This design comes from an exercise in tuning for small area, a short achievable clock period and few clock cycles on the open sky130 flow, not from production work. Function was checked by simulation only, so behaviour that the tests miss may differ from the original. Power figures rest on the tool's default switching activity, not on a simulated workload.

<file path="flow/run.sh">
#!/bin/bash
# synth_recipe.tcl (not shown) runs the flow's synth.tcl, then flattens the netlist and writes it again
# the make line also repeats each setting of config.mk as NAME=value (left out here)
make -C /OpenROAD-flow-scripts/flow DESIGN_CONFIG=/design/flow/config.mk WORK_HOME=/design/flow/orfs CLKGATE_MAP_FILE= SYNTH_SCRIPT=/design/flow/synth_recipe.tcl finish
</file>
<file path="flow/config.mk">
export PLATFORM = sky130hd
export DESIGN_NAME = level_lut_remapper
export DESIGN_NICKNAME = level_lut_remapper
export VERILOG_FILES = /design/flow/design.v
export SDC_FILE = /design/flow/constraint.sdc
export NUM_CORES = 4
export LEC_CHECK = 0
export CAP_MARGIN = 20
export CORE_MARGIN = 2
export CORE_UTILIZATION = 50
export PLACE_DENSITY = 0.65
export SLEW_MARGIN = 20
</file>
<file path="flow/constraint.sdc">
create_clock -name core_clock -period 12.0 [get_ports {clk}]
set_input_delay 2.4000 -clock core_clock [delete_from_list [all_inputs] [get_ports {clk}]]
set_output_delay 2.4000 -clock core_clock [all_outputs]
set_load 0.01 [all_outputs]
</file>
<file path="flow/design.v">
module level_lut_remapper (
    input  wire        clk,
    input  wire        rst,
    input  wire        cmd_valid,
    output wire        cmd_ready,
    input  wire [63:0] cmd_data,
    output reg         rsp_valid,
    output wire [63:0] rsp_data,
    output reg         mem_valid,
    output reg         mem_we,
    output wire [31:0] mem_addr,
    output reg  [3:0]  mem_wstrb,
    output reg  [31:0] mem_wdata,
    input  wire        mem_ready,
    input  wire [31:0] mem_rdata
);
    wire [7:0]  c_op  = cmd_data[63:56];
    wire [7:0]  c_reg = cmd_data[55:48];
    wire [31:0] c_imm = cmd_data[31:0];
    wire        z_nz  = |cmd_data[47:32];
    wire        rg_nz = |c_reg;
    wire        imm_hi_nz = |c_imm[31:8];
    wire        imm_nz    = imm_hi_nz | (|c_imm[7:0]);
    wire op_wr  = (c_op == 8'h01);
    wire op_rd  = (c_op == 8'h02);
    wire op_lut = (c_op == 8'h03);
    wire op_bld = (c_op == 8'h04);
    wire op_lv  = (c_op == 8'h10);
    wire op_up  = (c_op == 8'h11);
    wire c_legal = !z_nz && (op_wr || (op_rd && !imm_nz) ||
                             (op_lut && !rg_nz && !imm_hi_nz) ||
                             ((op_bld || op_lv || op_up) && !rg_nz && !imm_nz));
    wire reg_known = (c_reg[7:5] == 3'd0) &&
                     (c_reg[4] ? (c_reg[3:0] <= 4'd13) : (c_reg[3:0] <= 4'd12));
    reg range_bad;
    always @(*) begin
        case (c_reg)
            8'h00, 8'h01, 8'h02, 8'h03:
                range_bad = (|c_imm[31:17]) || (c_imm[16] && (|c_imm[15:0]));
            8'h08:                range_bad = |c_imm[31:2];
            8'h10, 8'h13, 8'h14:  range_bad = |c_imm[31:16];
            8'h11:                range_bad = |c_imm[31:4];
            8'h12:                range_bad = |c_imm[31:1];
            default:              range_bad = 1'b0;
        endcase
    end
    reg         idle;
    wire        acc   = cmd_valid && idle;
    wire        wr_ok = acc && c_legal && op_wr && reg_known && !range_bad;
    wire [31:0] wdat = rst ? 32'd0 : c_imm;
    wire [31:0] wen;
    genvar gi;
    generate
        for (gi = 0; gi < 32; gi = gi + 1) begin : g_wen
            assign wen[gi] = rst || (wr_ok && (c_reg[4:0] == gi));
        end
    endgenerate
    reg [16:0] lv_a, lv_b, lv_p, lv_q;
    reg [31:0] lv_w, lv_h, lv_is, lv_os;
    reg [1:0]  lv_fmt;
    reg [31:0] lv_sb, lv_ss, lv_db, lv_ds;
    reg [15:0] up_off;
    reg [3:0]  up_sh;
    reg        up_swap;
    reg [15:0] up_lm, up_cm;
    reg [31:0] up_w, up_h, up_is, up_os, up_lay;
    reg [31:0] up_sb, up_ss, up_db, up_ds;
    always @(posedge clk) begin
        if (wen[5'h00]) lv_a    <= wdat[16:0];
        if (wen[5'h01]) lv_b    <= wdat[16:0];
        if (wen[5'h02]) lv_p    <= wdat[16:0];
        if (wen[5'h03]) lv_q    <= wdat[16:0];
        if (wen[5'h04]) lv_w    <= wdat;
        if (wen[5'h05]) lv_h    <= wdat;
        if (wen[5'h06]) lv_is   <= wdat;
        if (wen[5'h07]) lv_os   <= wdat;
        if (wen[5'h08]) lv_fmt  <= wdat[1:0];
        if (wen[5'h09]) lv_sb   <= wdat;
        if (wen[5'h0A]) lv_ss   <= wdat;
        if (wen[5'h0B]) lv_db   <= wdat;
        if (wen[5'h0C]) lv_ds   <= wdat;
        if (wen[5'h10]) up_off  <= wdat[15:0];
        if (wen[5'h11]) up_sh   <= wdat[3:0];
        if (wen[5'h12]) up_swap <= wdat[0];
        if (wen[5'h13]) up_lm   <= wdat[15:0];
        if (wen[5'h14]) up_cm   <= wdat[15:0];
        if (wen[5'h15]) up_w    <= wdat;
        if (wen[5'h16]) up_h    <= wdat;
        if (wen[5'h17]) up_is   <= wdat;
        if (wen[5'h18]) up_os   <= wdat;
        if (wen[5'h19]) up_lay  <= wdat;
        if (wen[5'h1A]) up_sb   <= wdat;
        if (wen[5'h1B]) up_ss   <= wdat;
        if (wen[5'h1C]) up_db   <= wdat;
        if (wen[5'h1D]) up_ds   <= wdat;
    end
    reg [31:0] reg_rdval;
    always @(*) begin
        case (c_reg)
            8'h00: reg_rdval = {15'd0, lv_a};
            8'h01: reg_rdval = {15'd0, lv_b};
            8'h02: reg_rdval = {15'd0, lv_p};
            8'h03: reg_rdval = {15'd0, lv_q};
            8'h04: reg_rdval = lv_w;
            8'h05: reg_rdval = lv_h;
            8'h06: reg_rdval = lv_is;
            8'h07: reg_rdval = lv_os;
            8'h08: reg_rdval = {30'd0, lv_fmt};
            8'h09: reg_rdval = lv_sb;
            8'h0A: reg_rdval = lv_ss;
            8'h0B: reg_rdval = lv_db;
            8'h0C: reg_rdval = lv_ds;
            8'h10: reg_rdval = {16'd0, up_off};
            8'h11: reg_rdval = {28'd0, up_sh};
            8'h12: reg_rdval = {31'd0, up_swap};
            8'h13: reg_rdval = {16'd0, up_lm};
            8'h14: reg_rdval = {16'd0, up_cm};
            8'h15: reg_rdval = up_w;
            8'h16: reg_rdval = up_h;
            8'h17: reg_rdval = up_is;
            8'h18: reg_rdval = up_os;
            8'h19: reg_rdval = up_lay;
            8'h1A: reg_rdval = up_sb;
            8'h1B: reg_rdval = up_ss;
            8'h1C: reg_rdval = up_db;
            8'h1D: reg_rdval = up_ds;
            default: reg_rdval = 32'd0;
        endcase
    end
    localparam [3:0] S_VA   = 4'd0;    
    localparam [3:0] S_VB   = 4'd1;    
    localparam [3:0] S_VC   = 4'd2;    
    localparam [3:0] S_VD   = 4'd3;    
    localparam [3:0] S_MUL  = 4'd4;    
    localparam [3:0] S_CHK  = 4'd5;    
    localparam [3:0] S_RUN  = 4'd6;    
    localparam [3:0] S_LUT  = 4'd7;    
    localparam [3:0] S_LUT1 = 4'd8;    
    localparam [3:0] S_LUT2 = 4'd9;    
    reg [3:0]  st;
    reg        unp;                    
    reg        m_lv, m_tb;             
    assign cmd_ready = idle;
    reg  [1:0]  rsp_st;
    reg  [31:0] rsp_dat;
    assign rsp_data = {6'd0, rsp_st, 24'd0, rsp_dat};
    function [7:0] byte255;
        input [16:0] x;
        reg   [8:0]  h;
        reg   [7:0]  l;
        reg          c;
        begin
            h = x[16:8];
            l = x[7:0];
            c = (h > {1'b0, l}) || ((h == {1'b0, l}) && (l != 8'd0));
            h = h - {8'd0, c};
            byte255 = h[7:0];
        end
    endfunction
    wire [7:0]  lo_in  = byte255(lv_a);
    wire [7:0]  hi_in  = byte255(lv_b);
    wire [7:0]  lo_out = byte255(lv_p);
    wire [7:0]  hi_out = byte255(lv_q);
    reg  [31:0] dm;                    
    reg  [16:0] drem;
    reg  [16:0] dvs;                   
    reg  [5:0]  dcnt;
    reg  [1:0]  dph;                   
    reg         dbusy;
    reg         neg;                   
    reg  [17:0] dx, dy;
    always @(*) begin
        case (dph)
            2'd1:    begin dx = {1'b0, lv_b}; dy = {1'b0, lv_a}; end
            2'd2:    begin dx = {1'b0, lv_q}; dy = {1'b0, lv_p}; end
            2'd3:    begin dx = {1'b0, lv_p}; dy = {1'b0, lv_q}; end
            default: begin dx = {drem, dm[31]}; dy = {1'b0, dvs}; end
        endcase
    end
    wire [18:0] dsub = {1'b0, dx} - {1'b0, dy};
    wire        d_take = !dsub[18];
    wire [31:0] fW  = unp ? up_w  : lv_w;
    wire [31:0] fH  = unp ? up_h  : lv_h;
    wire [31:0] fIS = unp ? up_is : lv_is;
    wire [31:0] fOS = unp ? up_os : lv_os;
    wire [31:0] fSB = unp ? up_sb : lv_sb;
    wire [31:0] fSS = unp ? up_ss : lv_ss;
    wire [31:0] fDB = unp ? up_db : lv_db;
    wire [31:0] fDS = unp ? up_ds : lv_ds;
    function [1:0] mod3;
        input [31:0] v;
        integer k;
        reg [6:0] s;
        begin
            s = 7'd0;
            for (k = 0; k < 16; k = k + 1)
                s = s + {5'd0, v[2*k +: 2]};
            s = s % 7'd3;
            mod3 = s[1:0];
        end
    endfunction
    wire lay_tb = (up_lay == 32'd1);
    wire lay_ib = (up_lay == 32'd2);
    wire e4 = unp && !lay_tb && !lay_ib;
    wire e5 = unp && lay_tb && (mod3(up_w) != 2'd0);
    wire e6 = (|fIS[1:0]) || (|fOS[1:0]);
    wire e8 = (|fSB[1:0]) || (|fDB[1:0]);
    function [4:0] msb32;
        input [31:0] v;
        integer k;
        begin
            msb32 = 5'd0;
            for (k = 0; k < 32; k = k + 1)
                if (v[k]) msb32 = k[4:0];
        end
    endfunction
    reg  [4:0]  hidx;
    reg         ovs, ovd;
    reg  [31:0] srow, drow;           
    reg  [29:0] sp, dp;               
    reg  [31:0] pc;                   
    reg  [31:0] rows;                 
    reg         tph;                  
    reg         rd_done;
    reg  [9:0]  thold;                
    reg  [19:0] q0, q1;               
    reg         q0v, q1v;
    reg  [1:0]  q0t, q1t;             
    reg  [15:0] sa;                   
    reg         sav;
    reg  [1:0]  sat;
    reg         sa_below, sa_ramp;
    reg  [16:0] sb;                   
    reg         sbv;
    reg  [1:0]  sbt;
    reg         sb_below, sb_ramp;
    reg  [23:0] pk;                   
    reg  [1:0]  pos;
    reg         wr_eor, wr_eof;
    assign mem_addr = {(mem_we ? dp : sp), 2'b00};
    wire adv     = !mem_valid || mem_ready;
    wire rd_fire = mem_valid && !mem_we && mem_ready;
    wire wr_fire = mem_valid && mem_we && mem_ready;
    wire        pc_le2 = (pc[31:2] == 30'd0) && (pc[1:0] != 2'd3);
    wire        w_two  = m_tb ? tph : (pc != 32'd1);
    wire        w_eor  = pc_le2 && (!m_tb || tph);
    wire        w_eof  = w_eor && (rows == 32'd1);
    wire [31:0] pc_dec = pc - ((m_tb && !tph) ? 32'd1 : 32'd2);
    wire [15:0] lh0 = lv_fmt[0] ? {mem_rdata[7:0],   mem_rdata[15:8]}  : mem_rdata[15:0];
    wire [15:0] lh1 = lv_fmt[0] ? {mem_rdata[23:16], mem_rdata[31:24]} : mem_rdata[31:16];
    reg  [19:0] it0, it1;
    always @(*) begin
        if (m_lv) begin
            it0 = {4'd0, lh0};
            it1 = {4'd0, lh1};
        end else if (m_tb) begin
            it0 = tph ? {mem_rdata[9:0], thold} : mem_rdata[19:0];
            it1 = mem_rdata[29:10];
        end else begin
            it0 = {2'd0, mem_rdata[15:8],  2'd0, mem_rdata[7:0]};
            it1 = {2'd0, mem_rdata[31:24], 2'd0, mem_rdata[23:16]};
        end
    end
    wire [1:0]  wtag  = {w_eof, w_eor};
    wire [1:0]  npush = rd_fire ? (w_two ? 2'd2 : 2'd1) : 2'd0;
    wire [1:0]  nq_after  = {1'b0, q1v} + npush;
    wire        rd_done_n = rd_done || (rd_fire && w_eof);
    wire        tph_n     = m_tb && (rd_fire ? !tph : tph);
    wire        need1     = m_tb && !tph_n;
    wire        room      = need1 ? (nq_after <= 2'd2) : (nq_after <= 2'd1);
    wire [15:0] s0  = q0[15:0];
    wire [15:0] u0  = s0 ^ 16'h8000;
    wire        u0z = (u0[7:0] == 8'd0);
    wire [7:0]  idx_sg = u0[15:8] - {7'd0, (u0z && (u0[15:8] != 8'd0))};
    wire        sgn  = lv_fmt[1] && (st != S_LUT);
    wire [7:0]  idx  = sgn ? idx_sg : s0[15:8];
    wire [8:0]  kx   = {1'b0, idx} - {1'b0, lo_in};
    wire        below0 = kx[8];
    wire        ramp0  = (idx < hi_in);
    wire [9:0]  ch_in = up_swap ? q0[19:10] : q0[9:0];
    wire [9:0]  lu_in = up_swap ? q0[9:0]   : q0[19:10];
    wire [15:0] ct    = ({6'd0, ch_in} + up_off) & up_cm;
    wire [15:0] lt    = ({6'd0, lu_in} + up_off) & up_lm;
    wire [15:0] lts   = lt << up_sh;
    wire [15:0] comb  = ct | lts;
    wire [24:0] plo   = sa[7:0] * dm[15:0] + {17'd0, sa[7:0]};
    wire [24:0] phi   = sb[7:0] * dm[31:16] + {16'd0, sb[16:8]};
    wire [7:0]  tq    = phi[15:8];
    wire [7:0]  rampv = neg ? (lo_out - tq) : (lo_out + tq);
    wire [7:0]  lvb   = sb_below ? lo_out : (sb_ramp ? rampv : hi_out);
    wire [15:0] od    = m_lv ? {8'd0, lvb} : sb[15:0];
    wire [2:0]  pos_end  = {1'b0, pos} + (m_lv ? 3'd1 : 3'd2);
    wire        complete = sbv && (pos_end[2] || sbt[0]);
    wire [7:0]  pb0 = (pos == 2'd0) ? od[7:0] : pk[7:0];
    wire [7:0]  pb1 = (pos == 2'd1) ? od[7:0] : ((pos == 2'd0 && !m_lv) ? od[15:8] : pk[15:8]);
    wire [7:0]  pb2 = (pos == 2'd2) ? od[7:0] : pk[23:16];
    wire [7:0]  pb3 = (pos == 2'd3) ? od[7:0] : od[15:8];
    wire [3:0]  pstrb = pos_end[2] ? 4'b1111 :
                        (pos_end[1:0] == 2'd1) ? 4'b0001 :
                        (pos_end[1:0] == 2'd2) ? 4'b0011 : 4'b0111;
    wire        rd_next = !complete && !rd_done_n && room && !(m_lv && dbusy);
    wire        dbl    = (st == S_VB) || (st == S_MUL);
    wire        hbit   = fH[hidx];
    reg  [31:0] sopd, dopd;
    always @(*) begin
        case (st)
            S_VC:    begin sopd = ~fW;  dopd = ~fW;  end
            S_VD:    begin sopd = fSS;  dopd = fDS;  end
            S_CHK:   begin sopd = ~fSS; dopd = ~fDS; end
            S_MUL:   begin sopd = hbit ? fIS : 32'd0; dopd = hbit ? fOS : 32'd0; end
            default: begin sopd = fIS;  dopd = fOS;  end
        endcase
    end
    wire        cin    = (st == S_VC);
    wire [33:0] s_add  = (dbl ? {1'b0, srow, 1'b0} : {2'b0, srow}) + {2'b0, sopd} + {33'd0, cin};
    wire [33:0] d_add  = (dbl ? {1'b0, drow, 1'b0} : {2'b0, drow}) + {2'b0, dopd} + {33'd0, cin};
    always @(posedge clk) begin
        if (rst) begin
            idle      <= 1'b1;
            st        <= S_VA;
            rsp_valid <= 1'b0;
            mem_valid <= 1'b0;
            mem_we    <= 1'b0;
            dbusy     <= 1'b0;
            dph       <= 2'd0;
            neg       <= 1'b0;
            q0v       <= 1'b0;
            q1v       <= 1'b0;
            sav       <= 1'b0;
            sbv       <= 1'b0;
        end else begin
            rsp_valid <= 1'b0;
            if (dbusy) begin
                case (dph)
                2'd1: begin
                    dvs <= dsub[16:0];
                    dph <= 2'd2;
                end
                2'd2, 2'd3: begin
                    if (dph == 2'd2 && !d_take) begin
                        dph <= 2'd3;
                    end else begin
                        neg  <= (dph == 2'd3);
                        dm   <= {dsub[7:0], 24'd0};
                        drem <= {8'd0, dsub[16:8]};
                        dcnt <= 6'd0;
                        dph  <= 2'd0;
                    end
                end
                default: begin
                    drem <= d_take ? dsub[16:0] : dx[16:0];
                    dm   <= {dm[30:0], d_take};
                    dcnt <= dcnt + 6'd1;
                    if (dcnt == 6'd31) dbusy <= 1'b0;
                end
                endcase
            end
            if (acc) begin
                rsp_st  <= 2'd0;
                rsp_dat <= 32'd0;
                if (!c_legal) begin
                    rsp_valid <= 1'b1; rsp_st <= 2'd1; rsp_dat <= 32'd1;
                end else if (op_wr) begin
                    rsp_valid <= 1'b1;
                    if (!reg_known) begin
                        rsp_st <= 2'd1; rsp_dat <= 32'd2;
                    end else if (range_bad) begin
                        rsp_st <= 2'd1; rsp_dat <= 32'd3;
                    end else if (c_reg[7:2] == 6'd0) begin
                        dbusy <= 1'b1;
                        dph   <= 2'd1;
                    end
                end else if (op_rd) begin
                    rsp_valid <= 1'b1;
                    if (!reg_known) begin
                        rsp_st <= 2'd1; rsp_dat <= 32'd2;
                    end else
                        rsp_dat <= reg_rdval;
                end else if (op_lut) begin
                    idle     <= 1'b0;
                    st       <= S_LUT;
                    q0[15:8] <= c_imm[7:0];
                end else if (op_bld) begin
                    rsp_valid <= 1'b1;
                end else begin
                    idle <= 1'b0;
                    st   <= S_VA;
                    unp  <= op_up;
                end
            end
            if (!idle) begin
                case (st)
                S_LUT: begin
                    if (!dbusy) begin
                        sa       <= {8'd0, kx[7:0]};
                        sa_below <= below0;
                        sa_ramp  <= ramp0;
                        st       <= S_LUT1;
                    end
                end
                S_LUT1: begin
                    sb       <= {plo[24:16], sa[7:0]};
                    sb_below <= sa_below;
                    sb_ramp  <= sa_ramp;
                    st       <= S_LUT2;
                end
                S_LUT2: begin
                    rsp_valid <= 1'b1;
                    rsp_st    <= 2'd0;
                    rsp_dat   <= {24'd0, lvb};
                    idle      <= 1'b1;
                end
                S_VA: begin
                    rsp_st <= 2'd1;
                    if (e4 || e5 || e6) begin
                        rsp_valid <= 1'b1;
                        idle      <= 1'b1;
                        rsp_dat   <= e4 ? 32'd4 : e5 ? 32'd5 : 32'd6;
                    end else begin
                        srow <= (unp && lay_tb) ? fIS : {1'b0, fIS[31:1]};
                        drow <= unp ? {1'b0, fOS[31:1]} : fOS;
                        st   <= (unp && lay_tb) ? S_VB : S_VC;
                    end
                end
                S_VB: begin
                    srow <= {1'b0, s_add[33:3]};
                    st   <= S_VC;
                end
                S_VC: begin
                    rsp_st <= 2'd1;
                    if (!s_add[32] || !d_add[32]) begin
                        rsp_valid <= 1'b1; idle <= 1'b1; rsp_dat <= 32'd7;
                    end else if (e8) begin
                        rsp_valid <= 1'b1; idle <= 1'b1; rsp_dat <= 32'd8;
                    end else begin
                        srow <= fSB;
                        drow <= fDB;
                        st   <= S_VD;
                    end
                end
                S_VD: begin
                    rsp_dat <= 32'd0;
                    if ((s_add[32] && (|s_add[31:0])) || (d_add[32] && (|d_add[31:0]))) begin
                        rsp_valid <= 1'b1; idle <= 1'b1; rsp_st <= 2'd1; rsp_dat <= 32'd9;
                    end else if (fH == 32'd0) begin
                        rsp_valid <= 1'b1; idle <= 1'b1; rsp_st <= 2'd0;
                    end else begin
                        srow <= fIS;
                        drow <= fOS;
                        ovs  <= 1'b0;
                        ovd  <= 1'b0;
                        hidx <= msb32(fH) - 5'd1;
                        st   <= (fH == 32'd1) ? S_CHK : S_MUL;
                    end
                end
                S_MUL: begin
                    srow <= s_add[31:0];
                    drow <= d_add[31:0];
                    ovs  <= ovs || s_add[33] || s_add[32];
                    ovd  <= ovd || d_add[33] || d_add[32];
                    hidx <= hidx - 5'd1;
                    if (hidx == 5'd0) st <= S_CHK;
                end
                S_CHK: begin
                    rsp_dat <= 32'd0;
                    if (ovs || s_add[32]) begin
                        rsp_valid <= 1'b1; idle <= 1'b1; rsp_st <= 2'd2; rsp_dat <= 32'd1;
                    end else if (ovd || d_add[32]) begin
                        rsp_valid <= 1'b1; idle <= 1'b1; rsp_st <= 2'd2; rsp_dat <= 32'd2;
                    end else if (fW == 32'd0) begin
                        rsp_valid <= 1'b1; idle <= 1'b1; rsp_st <= 2'd0;
                    end else begin
                        rsp_st  <= 2'd0;
                        st      <= S_RUN;
                        m_lv    <= !unp;
                        m_tb    <= unp && lay_tb;
                        srow    <= fSB;
                        drow    <= fDB;
                        sp      <= fSB[31:2];
                        dp      <= fDB[31:2];
                        pc      <= fW;
                        rows    <= fH;
                        tph     <= 1'b0;
                        rd_done <= 1'b0;
                        q0v     <= 1'b0;
                        q1v     <= 1'b0;
                        sav     <= 1'b0;
                        sbv     <= 1'b0;
                        pos     <= 2'd0;
                    end
                end
                S_RUN: begin
                    if (adv) begin
                        if (rd_fire) begin
                            if (w_eor && !w_eof) begin
                                srow <= s_add[31:0];
                                sp   <= s_add[31:2];
                                pc   <= fW;
                                rows <= rows - 32'd1;
                            end else begin
                                sp <= sp + 30'd1;
                                pc <= pc_dec;
                            end
                            if (m_tb) begin
                                tph <= !tph && !w_eor;
                                if (!tph) thold <= mem_rdata[29:20];
                            end
                        end
                        rd_done <= rd_done_n;
                        if (q1v) begin
                            q0  <= q1;
                            q0t <= q1t;
                            q0v <= 1'b1;
                            q1v <= (npush != 2'd0);
                            q1  <= it0;
                            q1t <= w_two ? 2'b00 : wtag;
                        end else begin
                            q0v <= (npush != 2'd0);
                            q0  <= it0;
                            q0t <= w_two ? 2'b00 : wtag;
                            q1v <= (npush == 2'd2);
                            q1  <= it1;
                            q1t <= wtag;
                        end
                        sav      <= q0v;
                        sat      <= q0t;
                        sa       <= m_lv ? {8'd0, kx[7:0]} : comb;
                        sa_below <= below0;
                        sa_ramp  <= ramp0;
                        sbv      <= sav;
                        sbt      <= sat;
                        sb       <= m_lv ? {plo[24:16], sa[7:0]} : {1'b0, sa};
                        sb_below <= sa_below;
                        sb_ramp  <= sa_ramp;
                        if (sbv) begin
                            if (complete) begin
                                mem_wdata <= {pb3, pb2, pb1, pb0};
                                mem_wstrb <= pstrb;
                                wr_eor    <= sbt[0];
                                wr_eof    <= sbt[1];
                                pos       <= 2'd0;
                            end else begin
                                pk  <= {pb2, pb1, pb0};
                                pos <= pos_end[1:0];
                            end
                        end
                        if (wr_fire) begin
                            if (wr_eor) begin
                                drow <= d_add[31:0];
                                dp   <= d_add[31:2];
                            end else
                                dp <= dp + 30'd1;
                            if (wr_eof) begin
                                rsp_valid <= 1'b1;
                                rsp_st    <= 2'd0;
                                rsp_dat   <= 32'd0;
                                idle      <= 1'b1;
                            end
                        end
                        mem_valid <= complete || rd_next;
                        mem_we    <= complete;
                    end
                end
                default: ;
                endcase
            end
        end
    end
endmodule
</file>
==> run summary <==
-- routing by layer --
metal / track usage / part of all wire / vias up
met4: 0.151 / 0.045 / 10
met1: 0.563 / 0.39 / 31300
met3: 0.197 / 0.17 / 733
met5: 0 / 0.0012 / -
li1: - / - / 26800
met2: 0.544 / 0.39 / 4876
-- worst max-delay path, cell delays in order (launching register included) --
cell	delay, ns
edfxtp_1	0.41
buf_12	0.62
mux2_2	0.56
nor2_1	0.13
a21oi_1	0.05
mux4_2	0.46
mux4_2	0.47
nand2_2	0.44
a21oi_1	0.17
fa_1	0.51
fa_1	0.51
a211oi_1	0.37
o21ai_1	0.28
a211oi_1	0.57
nor3_2	0.17
a2111oi_2	0.58
o31ai_2	0.22
xor2_1	0.32
a41oi_1	0.41
a21oi_1	0.29
o21ai_0	0.15
or3_1	0.75
nor2_4	0.93
-- cell usage in the layout (no fill, tap or decap), drive strengths merged, types with 38 or more instances in the layout --
master | Yosys | layout
edfxtp | 1131 | 1131
nand2 | 729 | 729
nor2 | 554 | 554
a21oi | 481 | 481
inv | 388 | 399
o21ai | 339 | 339
mux2i | 308 | 308
ha | 264 | 264
a22oi | 214 | 214
clkdlybuf4s50 | 0 | 201
fa | 195 | 195
mux2 | 166 | 166
clkbuf | 314 | 160
xnor2 | 143 | 143
buf | 113 | 142
xor2 | 130 | 130
a211oi | 129 | 129
and2 | 128 | 128
nor2b | 121 | 121
nand3 | 114 | 114
a21o | 92 | 92
a221oi | 90 | 90
nand4 | 89 | 89
nor3 | 88 | 88
a22o | 71 | 71
nor4 | 66 | 66
nand2b | 54 | 54
o21a | 51 | 51
o211ai | 49 | 49
clkinv | 1 | 49
and3 | 45 | 45
or3 | 42 | 42
mux4 | 41 | 41
a222oi | 38 | 38
-- worst paths after layout --
path / from / endpoint / slack [ns] / depth (start not counted)
max: unp / dp[28] / 2.01 / 22
min: sat[0] / sbt[0] / 0.41 / 0
min reg2reg: sat[0] / sbt[0] / 0.41 / 0
max reg2reg: unp / dp[28] / 2.01 / 22
-- layout make-up --
class	instances	area (um2)
fill	13100	65600
multi-input combinational	5222	38400
sequential	1147	34300
clock buffer	160	3480
timing repair buffer	343	3130
tap	2016	2520
inverter	389	1460
clock inverter	74	758
antenna	3	7.51
-- power breakdown --
part	internal (mW)	switching, mW	total (mW)
combinational	1.08	2.02	3.10
clock	2.29	1.79	4.08
sequential	4.64	0.313	4.95
-- logic make-up (layout without fill, tap and decap cells) --
logic type,after synthesis,in the layout,share of synthesized area
flops,1147,1147,0.456
buf+inv,816,966,0.0438
compound gates,1826,1826,0.162
mux,515,515,0.0781
xor+xnor,274,274,0.0321
simple gates,2115,2115,0.132
other cells,2,36,0.0000999
fa+ha+maj,459,459,0.0958
==> key figures <==
Cells and area
  – Nets@finish: 7795
  – Final Cell Area: 84000 um2
  – Layout Utilization: 0.562
  – Area delta synth->final: 11.7%
  – Non-filler cells, final: 9354
  – Layout cells sized above 1: 0.0963

Setup path
  – Worst endpoint required time: 12.43 ns
  – CP startpoint kind: flip-flop
  – Worst EP arrival: 10.42 ns
  – WS Path Type: reg2reg
  – CP max FO: 137
  – Critical path capture point type: flip-flop

Power and ir drop
  – Pleak: 30.7 nW
  – Peak VDD IR: 0.885 mV
  – Total power: 12.1 mW
  – PwrDens: 144 nW/um2

Global route
  – Grt total ovfl: 0
  – Initial antenna violation count: 16
  – First-pass GRT wire length: 441000 um
  – All-Layer GR Usage: 0.407
  – Largest net degree at the start of global routing: 138
  – Vias in the first global route: 58600

Synth
  – Asr flop ratio synth: 0
  – #FFs+latches synth: 1147
  – Number of distinct library cells after synthesis: 106
  – Synth warnings: 1
  – Top-area cell type share of the netlist area: 0.452
  – Number of synthesized flops with an enable pin: 1131
  – Sequential element share of the synthesized area: 0.456
  – Largest cells by area after synthesis: edfxtp_1 (45%), fa_1 (5.2%), ha_1 (4.4%)
  – Most common cell in the netlist: edfxtp_1
  – Cell taking the most area after synthesis: edfxtp_1
  – Syn Inst Count: 7154
  – Netlist Area Pre-Place: 75200 um2
  – Commonest cells post-synth: edfxtp_1 (1131), nand2_1 (729), nor2_1 (553), a21oi_1 (480), inv_1 (386)
  – Synth Flop Type: edfxtp_1
  – Mean Syn Cell Area: 10.5 um2

Run
  – Max Cap Violations: 0

Floorplanning
  – Chip height: 392 um
  – I/O Pins: 236
  – Starting Density: 0.503
  – Chip Width: 392 um
  – FP Rows: 142
  – CORE AREA: 150000 um2
  – Die area: 154000 um2

Timing
  – Worst slew pin tran: 1.41 ns
  – Fin. max-slew vios: 0
  – Setup repair after global routing missed its margin: false
  – Final period util: 0.833
  – Fin crit period: 9.99 ns
  – Slew Limit Headroom: 0.0331
  – FMAX: 100 MHz
  – Setup total negative slack: 0 ns
  – Worst setup margin: 2.01 ns
  – Fin Hold WS: 0.413 ns
  – Worst clock skew: 0.0374 ns
  – Final Hold Viols: 0
  – Final setup fails: 0

Routing
  – WL/cell: 34.0 um
  – Post-Route WL: 318000 um
  – DR iter-0 viols: 10900
  – DR pass1 iterations: 10
  – Antenna Nets Post-Route: 0
  – Detailed-route DRC error count: 0
  – Via count: 63700
  – Vias per Instance: 6.81

Clock network
  – Worst-skew pair later-pin latency: 0.82 ns
  – CTS tree: done
  – Hold bufs inserted after CTS: 0
  – Clock Path Buffers: 3
  – CTS buffer count: 133
  – Setup Buffers After CTS: 0
  – Reg clk slew, reported paths: 0.06 ns
  – Post-CTS sizing: 0
  – CTS root buf: clkbuf_16
  – Clock sink count: 1147
  – H-tree levels: 4

Status
  – Outcome: complete, no violations

Min path
  – Hold crit path type: reg2reg

Place
  – DP Area: 79700 um2
  – Pre-CTS WS: 2.30 ns
  – I/O Buffers: 202
  – Routability congestion estimate: 1.06
  – Placed instance count: 9115
  – Post-DP HPWL: 233000 um
Testbench counts, summed over its fixed seeds: cycles 24,509.

## what the ideal ports hide
The results above use ideal ports. As a check the final layout listed here was re-extracted and re-timed, cells and wires unchanged. Step 1 assumes that a clkbuf_16 drives the clock port and a buf_2 every other input. Step 2 also shifts input and output timing later by t, the mid clock arrival at the registers, as if the neighbouring blocks saw the same clock. Three values: ideal, step 1, step 2; two values: the first two.
t, ns: 0.881
slack for setup (ns): 2.009 / 2.009 / 2.009
worst hold slack (ns): 0.413 / 0.413 / 0.413
worst setup path at the end: register to register
pins driven straight from the clock port: 1
After both steps setup and hold are still met in this run. For this run, drivers alone change the setup slack by 0.000 ns; drivers and shift together by 0.000 ns.
